Source: an optimization exercise on an open RTL-to-GDS flow (aim: small area). Production flows keep margins and buffers that such runs may drop. For this run, only the layout was checked, not whether the RTL still works. Power and IR drop assume default switching activity.

`design.v`:
```
module pwmcore (
    input  wire        clk,
    input  wire        rst,           
    input  wire        cmd_valid,
    input  wire [31:0] cmd_word,
    output reg         resp_valid,
    output reg  [31:0] resp_word,
    input  wire [7:0]  ev_in,
    output wire [3:0]  pin_h,
    output wire [3:0]  pin_l,
    output wire        irq_fault,
    output wire [3:0]  irq_match,
    output wire        irq_ovf
);
    localparam N = 4;
    reg [15:0] period;
    reg        direction;       
    reg        mode;            
    reg [9:0]  div;
    reg        enabled;
    reg [15:0] cnt;
    reg        phase;
    reg [9:0]  presc;
    reg [15:0] max_duty;
    reg [15:0] active  [0:N-1];
    reg [15:0] pending [0:N-1];
    reg [N-1:0] raw;
    reg [7:0]  dt_low  [0:N-1];
    reg [7:0]  dt_high [0:N-1];
    reg [7:0]  dt_cnt  [0:N-1];
    reg        fstate;          
    reg        forced;
    reg        restart;         
    reg        safe;            
    reg [7:0]  evmask;
    reg [N-1:0] match;
    reg        ovf;
    reg        faultif;
    reg        cfgerr;
    reg [7:0]  ev_prev;         
    wire [3:0]  op     = cmd_word[31:28];
    wire [3:0]  idx    = cmd_word[27:24];
    wire [15:0] value  = cmd_word[15:0];
    wire [15:0] c_period = cmd_word[15:0];
    wire [9:0]  c_div    = cmd_word[25:16];
    wire        c_mode   = cmd_word[26];
    wire        c_dir    = cmd_word[27];
    wire [7:0]  c_low    = cmd_word[15:8];
    wire [7:0]  c_high   = cmd_word[7:0];
    localparam OP_CFGCAR  = 4'h1, OP_CFGMAX = 4'h2, OP_CFGDT   = 4'h3,
               OP_CFGFLT  = 4'h4, OP_START  = 4'h5, OP_STOP    = 4'h6,
               OP_WRDUTY  = 4'h7, OP_RDDUTY = 4'h8, OP_FIRE    = 4'h9,
               OP_CLRFLT  = 4'hA, OP_STATUS = 4'hB, OP_RDFLAGS = 4'hC,
               OP_ACK     = 4'hD;
    reg illegal;
    always @(*) begin
        case (op)
            OP_CFGCAR:  illegal = 1'b0;
            OP_CFGMAX:  illegal = |cmd_word[27:16];
            OP_CFGDT:   illegal = (|cmd_word[23:16]) || (idx >= N);
            OP_CFGFLT:  illegal = |cmd_word[25:8];
            OP_START, OP_STOP, OP_CLRFLT, OP_STATUS, OP_RDFLAGS:
                        illegal = |cmd_word[27:0];
            OP_WRDUTY:  illegal = (|cmd_word[23:16]) || (idx >= N);
            OP_RDDUTY:  illegal = (|cmd_word[23:17]) || (|cmd_word[15:0]) || (idx >= N);
            OP_FIRE:    illegal = (|cmd_word[23:0]) || (idx >= 8);
            OP_ACK:     illegal = |cmd_word[27:10];
            default:    illegal = 1'b1;
        endcase
    end
    reg car_dt_bad;
    reg max_val_bad;
    integer k;
    always @(*) begin
        car_dt_bad  = 1'b0;
        max_val_bad = 1'b0;
        for (k = 0; k < N; k = k + 1) begin
            if ({8'd0, dt_low[k]} + {8'd0, dt_high[k]} >= {1'b0, c_period})
                car_dt_bad = 1'b1;
            if (active[k] > value || pending[k] > value)
                max_val_bad = 1'b1;
        end
    end
    reg cfg_error;
    always @(*) begin
        case (op)
            OP_CFGCAR: cfg_error = enabled || (c_period == 16'd0) || (c_div == 10'd0) ||
                                   (c_period <= max_duty) || car_dt_bad;
            OP_CFGMAX: cfg_error = enabled || (value >= period) || max_val_bad;
            OP_CFGDT:  cfg_error = enabled || ({8'd0, c_low} + {8'd0, c_high} >= {1'b0, period});
            OP_CFGFLT: cfg_error = enabled;
            OP_WRDUTY: cfg_error = (value > max_duty);
            OP_START:  cfg_error = cfgerr;
            default:   cfg_error = 1'b0;
        endcase
    end
    wire cmd_ok  = cmd_valid && !illegal && !cfg_error;
    wire cmd_cfe = cmd_valid && !illegal && cfg_error;
    wire do_cfgcar = cmd_ok && (op == OP_CFGCAR);
    wire do_cfgmax = cmd_ok && (op == OP_CFGMAX);
    wire do_cfgdt  = cmd_ok && (op == OP_CFGDT);
    wire do_cfgflt = cmd_ok && (op == OP_CFGFLT);
    wire do_start  = cmd_ok && (op == OP_START);
    wire do_stop   = cmd_ok && (op == OP_STOP);
    wire do_wrduty = cmd_ok && (op == OP_WRDUTY);
    wire do_fire   = cmd_ok && (op == OP_FIRE);
    wire do_clrflt = cmd_ok && (op == OP_CLRFLT);
    wire do_ack    = cmd_ok && (op == OP_ACK);
    wire [15:0] flags_word = {2'b00, fstate, enabled, forced, cfgerr, faultif, ovf,
                              4'b0000, match};
    reg [15:0] rd_data;
    always @(*) begin
        case (op)
            OP_RDDUTY:  rd_data = cmd_word[16] ? pending[idx[1:0]] : active[idx[1:0]];
            OP_STATUS:  rd_data = {15'd0, fstate};
            OP_RDFLAGS: rd_data = flags_word;
            default:    rd_data = 16'd0;
        endcase
    end
    wire        en1      = do_start ? 1'b1 : (do_stop ? 1'b0 : enabled);
    wire        fstate1  = do_fire && evmask[idx[2:0]] ? 1'b1 :
                           (do_clrflt ? 1'b0 : fstate);
    wire        fire_latch = do_fire && evmask[idx[2:0]] && !fstate;
    wire        forced1   = fire_latch ? 1'b1 : forced;
    wire        restart1 = do_cfgflt ? cmd_word[27] : restart;
    wire        safe1    = do_cfgflt ? cmd_word[26] : safe;
    wire [7:0]  evmask1  = do_cfgflt ? cmd_word[7:0] : evmask;
    wire [N-1:0] match1  = do_ack ? (match & ~cmd_word[N-1:0]) : match;
    wire        ovf1     = do_ack ? (ovf & ~cmd_word[8]) : ovf;
    wire        faultif1 = fire_latch ? 1'b1 :
                           (do_ack ? (faultif & ~cmd_word[9]) : faultif);
    wire [15:0] pending1 [0:N-1];
    genvar g;
    generate
        for (g = 0; g < N; g = g + 1) begin : g_pend
            assign pending1[g] = (do_wrduty && idx[1:0] == g) ? value : pending[g];
        end
    endgenerate
    wire tick = en1 && ({1'b0, presc} + 11'd1 >= {1'b0, div});
    reg [15:0] cnt2;
    reg        phase2;
    reg        boundary;
    always @(*) begin
        cnt2     = cnt;
        phase2   = phase;
        boundary = 1'b0;
        if (mode == 1'b0) begin
            if (direction == 1'b0) begin
                if (cnt == 16'd0) begin
                    cnt2 = period; boundary = 1'b1;
                end else begin
                    cnt2 = cnt - 16'd1;
                end
            end else begin
                if (cnt == period) begin
                    cnt2 = 16'd0; boundary = 1'b1;
                end else begin
                    cnt2 = cnt + 16'd1;
                end
            end
        end else begin
            if (direction == 1'b0) begin
                if (phase == 1'b0 && cnt > 16'd0) begin
                    cnt2 = cnt - 16'd1;
                end else begin
                    cnt2 = cnt + 16'd1;
                    if (cnt2 == period) begin
                        phase2 = 1'b0; boundary = 1'b1;
                    end else begin
                        phase2 = 1'b1;
                    end
                end
            end else begin
                if (phase == 1'b0 && cnt < period) begin
                    cnt2 = cnt + 16'd1;
                end else begin
                    cnt2 = cnt - 16'd1;
                    if (cnt2 == 16'd0) begin
                        phase2 = 1'b0; boundary = 1'b1;
                    end else begin
                        phase2 = 1'b1;
                    end
                end
            end
        end
    end
    wire tick_b = tick && boundary;
    wire fstate2 = (tick_b && fstate1 && restart1) ? 1'b0 : fstate1;
    wire forced2  = (tick_b && !fstate2) ? 1'b0 : forced1;
    wire [15:0] active2 [0:N-1];
    wire [N-1:0] r2;
    wire [N-1:0] match_hit;
    wire [7:0]  dt_cnt2 [0:N-1];
    generate
        for (g = 0; g < N; g = g + 1) begin : g_ch
            assign active2[g]   = tick_b ? pending1[g] : active[g];
            assign match_hit[g] = (cnt2 == active2[g]) && !phase2;
            assign r2[g]        = (cnt2 < active2[g]);
            assign dt_cnt2[g]   = (r2[g] != raw[g]) ? (r2[g] ? dt_high[g] : dt_low[g]) :
                                  (dt_cnt[g] != 8'd0 ? dt_cnt[g] - 8'd1 : 8'd0);
        end
    endgenerate
    wire [7:0] ev_rise = ev_in & ~ev_prev;
    wire       ev_latch = (|(ev_rise & evmask1)) && !fstate2;
    integer i;
    always @(posedge clk) begin
        if (rst) begin
            period    <= 16'hFFFF;
            direction <= 1'b0;
            mode      <= 1'b0;
            div       <= 10'd1;
            enabled   <= 1'b0;
            cnt       <= 16'hFFFF;
            phase     <= 1'b0;
            presc     <= 10'd0;
            max_duty  <= 16'd0;
            for (i = 0; i < N; i = i + 1) begin
                active[i]  <= 16'd0;
                pending[i] <= 16'd0;
                dt_low[i]  <= 8'd0;
                dt_high[i] <= 8'd0;
                dt_cnt[i]  <= 8'd0;
            end
            raw        <= {N{1'b0}};
            fstate     <= 1'b0;
            forced      <= 1'b0;
            restart    <= 1'b0;
            safe       <= 1'b0;
            evmask     <= 8'h00;
            match      <= {N{1'b0}};
            ovf        <= 1'b0;
            faultif    <= 1'b0;
            cfgerr     <= 1'b0;
            ev_prev    <= 8'h00;
            resp_valid <= 1'b0;
            resp_word  <= 32'd0;
        end else begin
            ev_prev    <= ev_in;
            resp_valid <= cmd_valid;
            if (cmd_valid) begin
                if (illegal)
                    resp_word <= 32'hA000_0000;
                else if (cfg_error)
                    resp_word <= 32'h9000_0000;
                else
                    resp_word <= {16'd0, rd_data};
            end
            if (cmd_cfe)
                cfgerr <= 1'b1;
            if (do_cfgcar) begin
                period    <= c_period;
                direction <= c_dir;
                mode      <= c_mode;
                div       <= c_div;
            end
            if (do_cfgmax)
                max_duty <= value;
            if (do_cfgdt) begin
                dt_low[idx[1:0]]  <= c_low;
                dt_high[idx[1:0]] <= c_high;
            end
            restart <= restart1;
            safe    <= safe1;
            evmask  <= evmask1;
            enabled <= en1;
            for (i = 0; i < N; i = i + 1)
                pending[i] <= pending1[i];
            if (do_cfgcar) begin
                cnt   <= c_dir ? 16'd0 : c_period;
                phase <= 1'b0;
                presc <= 10'd0;
                for (i = 0; i < N; i = i + 1) begin
                    raw[i]    <= ((c_dir ? 16'd0 : c_period) < active[i]);
                    dt_cnt[i] <= 8'd0;
                end
            end else if (en1) begin
                if (tick) begin
                    presc <= 10'd0;
                    cnt   <= cnt2;
                    phase <= phase2;
                    for (i = 0; i < N; i = i + 1) begin
                        active[i] <= active2[i];
                        raw[i]    <= r2[i];
                        dt_cnt[i] <= dt_cnt2[i];
                    end
                end else begin
                    presc <= presc + 10'd1;
                end
            end
            match <= tick ? (match1 | match_hit) : match1;
            ovf   <= tick_b ? 1'b1 : ovf1;
            if (ev_latch) begin
                fstate  <= 1'b1;
                forced   <= 1'b1;
                faultif <= 1'b1;
            end else begin
                fstate  <= fstate2;
                forced   <= forced2;
                faultif <= faultif1;
            end
        end
    end
    generate
        for (g = 0; g < N; g = g + 1) begin : g_pin
            wire dt_zero = (dt_cnt[g] == 8'd0);
            wire out_h   = enabled &&  raw[g] && dt_zero;
            wire out_l   = enabled && !raw[g] && dt_zero;
            assign pin_h[g] = forced ? safe : out_h;
            assign pin_l[g] = forced ? safe : out_l;
        end
    endgenerate
    assign irq_fault = faultif;
    assign irq_match = match;
    assign irq_ovf   = ovf;
endmodule
```
`constraint.sdc`:
```
create_clock -name core_clock -period 12.0 [get_ports {clk}]
set_input_delay 2.4000 -clock core_clock [delete_from_list [all_inputs] [get_ports {clk}]]
set_output_delay 2.4000 -clock core_clock [all_outputs]
set_load 0.01 [all_outputs]
```
`run.sh`:
```
#!/bin/bash
# synth_recipe.tcl (not shown) runs the flow's synth.tcl, then flattens the netlist and writes it again
# the make line also repeats each setting of config.mk as NAME=value (left out here)
make -C /OpenROAD-flow-scripts/flow DESIGN_CONFIG=/design/flow/config.mk WORK_HOME=/design/flow/orfs CLKGATE_MAP_FILE= SYNTH_SCRIPT=/design/flow/synth_recipe.tcl finish
```
`config.mk`:
```
export PLATFORM = sky130hd
export DESIGN_NAME = pwmcore
export DESIGN_NICKNAME = pwmcore
export VERILOG_FILES = /design/flow/design.v
export SDC_FILE = /design/flow/constraint.sdc
export NUM_CORES = 4
export LEC_CHECK = 0
export CAP_MARGIN = 20
export CORE_MARGIN = 2
export CORE_UTILIZATION = 40
export PLACE_DENSITY = 0.6
export SLEW_MARGIN = 20
```
==> summary.txt <==
[final cells by class]
type                    count  share of cell area [%]
clock buffers              53                    3.69
multi-input cells        2393                    60.3
clock inverters            22                   0.823
repair buffers            145                    4.16
flip-flops and latches    347                    25.0
inverters                 198                    2.44
well taps                 873                    3.59
[logic make-up after synthesis]
logic type      after synthesis  share of synthesized area, %
compound gates              700                          16.8
flops                       347                          27.8
buf+inv                     376                          5.48
fa+ha+maj                   412                          19.0
mux                         232                          10.4
simple gates                943                          17.5
xor+xnor                     93                          2.98
other cells                   1                        0.0137
[Yosys cell counts (all sizes together), types with 20 or more instances]
master    n  area (µm²)
a211oi   26         195
a21o     99         743
a21oi   187         936
a221oi   20         175
a31oi    20         125
and2    111         694
buf      44         250
clkbuf  134         503
dfxtp   283        5670
edfxtp   64        1920
ha      407        5090
inv     198         743
mux2     83         935
mux2i   115        1150
mux4     34         766
nand2   234         881
nand2b   30         188
nand3    42         223
nand4    58         363
nor2    230         863
nor2b    45         282
nor3     58         310
nor4     38         257
o211ai   38         285
o21a     22         165
o21ai   131         656
o22ai    26         163
xnor2    57         499
xor2     36         315
[report_power, final]
group	switching [mW]	internal (mW)	total, mW
Combinational	0.209	0.110	0.319
Clock	0.555	0.752	1.31
Sequential	0.00716	1.19	1.20
[metrics by stage]
step	hold slack [ps]	total power, mW
final	453	2.83
after CTS	455	2.84
after floorplan	436	1.41
after detailed placement	447	1.54
after global placement	442	1.54
after global routing	480	2.91
[registers in the layout, summed over array words and instances (netlist names), 4 cells and up]
| signal | cells |
|---|---|
| max_duty | 16 |
| presc | 10 |
| period | 16 |
| raw | 4 |
| pending | 64 |
| active | 64 |
| resp_word | 19 |
| ev_prev | 8 |
| cnt | 16 |
| div | 10 |
| dt_high | 32 |
| dt_low | 32 |
| match | 4 |
| evmask | 8 |
| dt_cnt | 32 |
[critical path, delay by kind of cell]
| family | cells | cell delay (ps) |
|---|---|---|
| muxes | 2 | 1080 |
| AOI/OAI and AO/OA | 17 | 3900 |
| adders and majority gates | 3 | 840 |
| buffers and inverters | 1 | 690 |
| xor gates and xnor gates | 1 | 130 |
| and+or+nand+nor | 5 | 1640 |
[metal layers]
metal	GRT usage [%]	part of all wire (%)	vias up
li1	-	-	11359
met1	38.1	44	11407
met2	42.4	44	945
met3	4.59	8.2	163
met4	9.05	3.5	0
met5	0	0	-
[worst paths after layout]
kind	from	endpoint	slack, ps	cells past startpoint
setup / recovery	cmd_word[9]	dt_cnt[1][5]	1720	29
hold / removal	div[1]	div[1]	450	2
setup reg to reg	cnt[0]	dt_cnt[1][5]	4430	21
hold reg to reg	div[1]	div[1]	450	2
==> results.sh <==
export IMPL_p_leak_nw=13.6
export IMPL_cts_tree="built"
export IMPL_fmax_ghz=0.0973
export IMPL_ant_nets=0
export IMPL_drive_gt1_share_pct=9.44
export IMPL_crit_slowest_cell="or3b_4"
export IMPL_clock_path_buffers=3
export IMPL_fp_dieH_um=265
export IMPL_numClockSinks=347
export IMPL_multi_input_area_um2=18300
export IMPL_areaGrowthSynthToFinish_pct=11.3
export IMPL_wirelength_mm=97.6
export IMPL_insertedDiodeCount=0
export IMPL_ys_flop_type="dfxtp_1"
export IMPL_worst_pin_slew_ps=1290
export IMPL_ys_seq_elements=347
export IMPL_grt_pass1_wl_mm=145
export IMPL_die_area_um2=70400
export IMPL_final_cell_area_um2=30400
export IMPL_grt_overflow=0
export IMPL_skew_ps=25.7
export IMPL_drtIter0Drc=2344
export IMPL_yosys_warnings=4
export IMPL_finalCritPeriodShare_pct=85.6
export IMPL_netlist_instances=3104
export IMPL_insertion_delay_ps=590
export IMPL_wl_per_cell_um=24.2
export IMPL_final_common_cell="ha_1"
export IMPL_cp_end_kind="flop"
export IMPL_drc=0
export IMPL_final_cell_mix="ha_1, dfxtp_1, nand2_1"
export IMPL_portBuffers=76
export IMPL_synth_cell_types=80
export IMPL_status="finished clean"
export IMPL_ir_drop_v=0.0000874
export IMPL_cts_resized=0
export IMPL_p_per_area_nw_per_um2=93.0
export IMPL_io_pins=90
export IMPL_cts_hold_buf=0
export IMPL_critPathMaxFanout=50
export IMPL_slew_viol_final=0
export IMPL_viasPerCell=5.92
export IMPL_num_fill_cells=6529
export IMPL_post_place_ws_ps=1180
export IMPL_die_w_um=265
export IMPL_timing_setup_tns_ps=0
export IMPL_grt_setup_unrepaired="no"
export IMPL_synth_seq_area_share_pct=27.8
export IMPL_cts_root_buf="clkbuf_16"
export IMPL_cts_setup_buffers=0
export IMPL_placed_area_um2=29000
export IMPL_slew_headroom_pct=14.0
export IMPL_syn_area_per_cell_um2=8.80
export IMPL_coreArea_um2=67400
export IMPL_synth_edff_count=64
export IMPL_numCtsBuffers=41
export IMPL_antenna_found_initial=4
export IMPL_htreeDepth=2
export IMPL_grt_pass1_vias=22307
export IMPL_crit_path_start_kind="primary input"
export IMPL_path_class="in2reg"
export IMPL_fin_util_pct=45.1
export IMPL_max_stage_delay_ps=880
export IMPL_std_cell_rows=95
export IMPL_worst_slack_ps=1720
export IMPL_clk_pin_slew_ps=60
export IMPL_grt_max_degree=89
export IMPL_async_flop_share_pct=0
export IMPL_cp_required_ps=12440
export IMPL_dpl_hpwl_mm=71.7
export IMPL_finalHoldViolCount=0
export IMPL_drv_cap=0
export IMPL_dp_cells=3956
export IMPL_initial_core_util_pct=40.5
export IMPL_vias=23874
export IMPL_place_gp_congestion=0.930
export IMPL_period_needed_ps=10280
export IMPL_seq_area_um2=7590
export IMPL_setup_viol=0
export IMPL_final_cell_count_no_fill=4031
export IMPL_firstDrtPassIters=6
export IMPL_critPathArrivalTime_ps=10720
export IMPL_track_usage_pct=27.2
export IMPL_fin_nets=3581
export IMPL_min_delay_path_class="reg2reg"
export IMPL_netlist_area_um2=27300

-- separate check: timing with driven ports --
No port has a modelled driver above. Below, the same layout with a new extraction and two added sets of constraints.
Step 1 (the two cells are an assumption about what drives the block):
set clk [get_ports {clk}]
set_driving_cell -lib_cell sky130_fd_sc_hd__clkbuf_16 $clk
set_driving_cell -lib_cell sky130_fd_sc_hd__buf_2 [delete_from_list [all_inputs] $clk]
Step 2, shift: input delay + t, output delay - t, t = (earliest + latest rising clock arrival at the registers) / 2. This alone moves slack from input paths to output paths.
Slacks: ideal / step 1 / step 2; pairs: ideal / step 1.
t, ns: 0.639
setup WS [ns]: 1.723 / 1.755 / 1.116
worst setup path after step 2: input to register
worst register clock-pin slew, ns: 0.07 / 0.07
After both steps setup and hold are still met in this run. For this run, drivers alone change the setup slack by +0.032 ns; drivers and shift together by -0.607 ns.
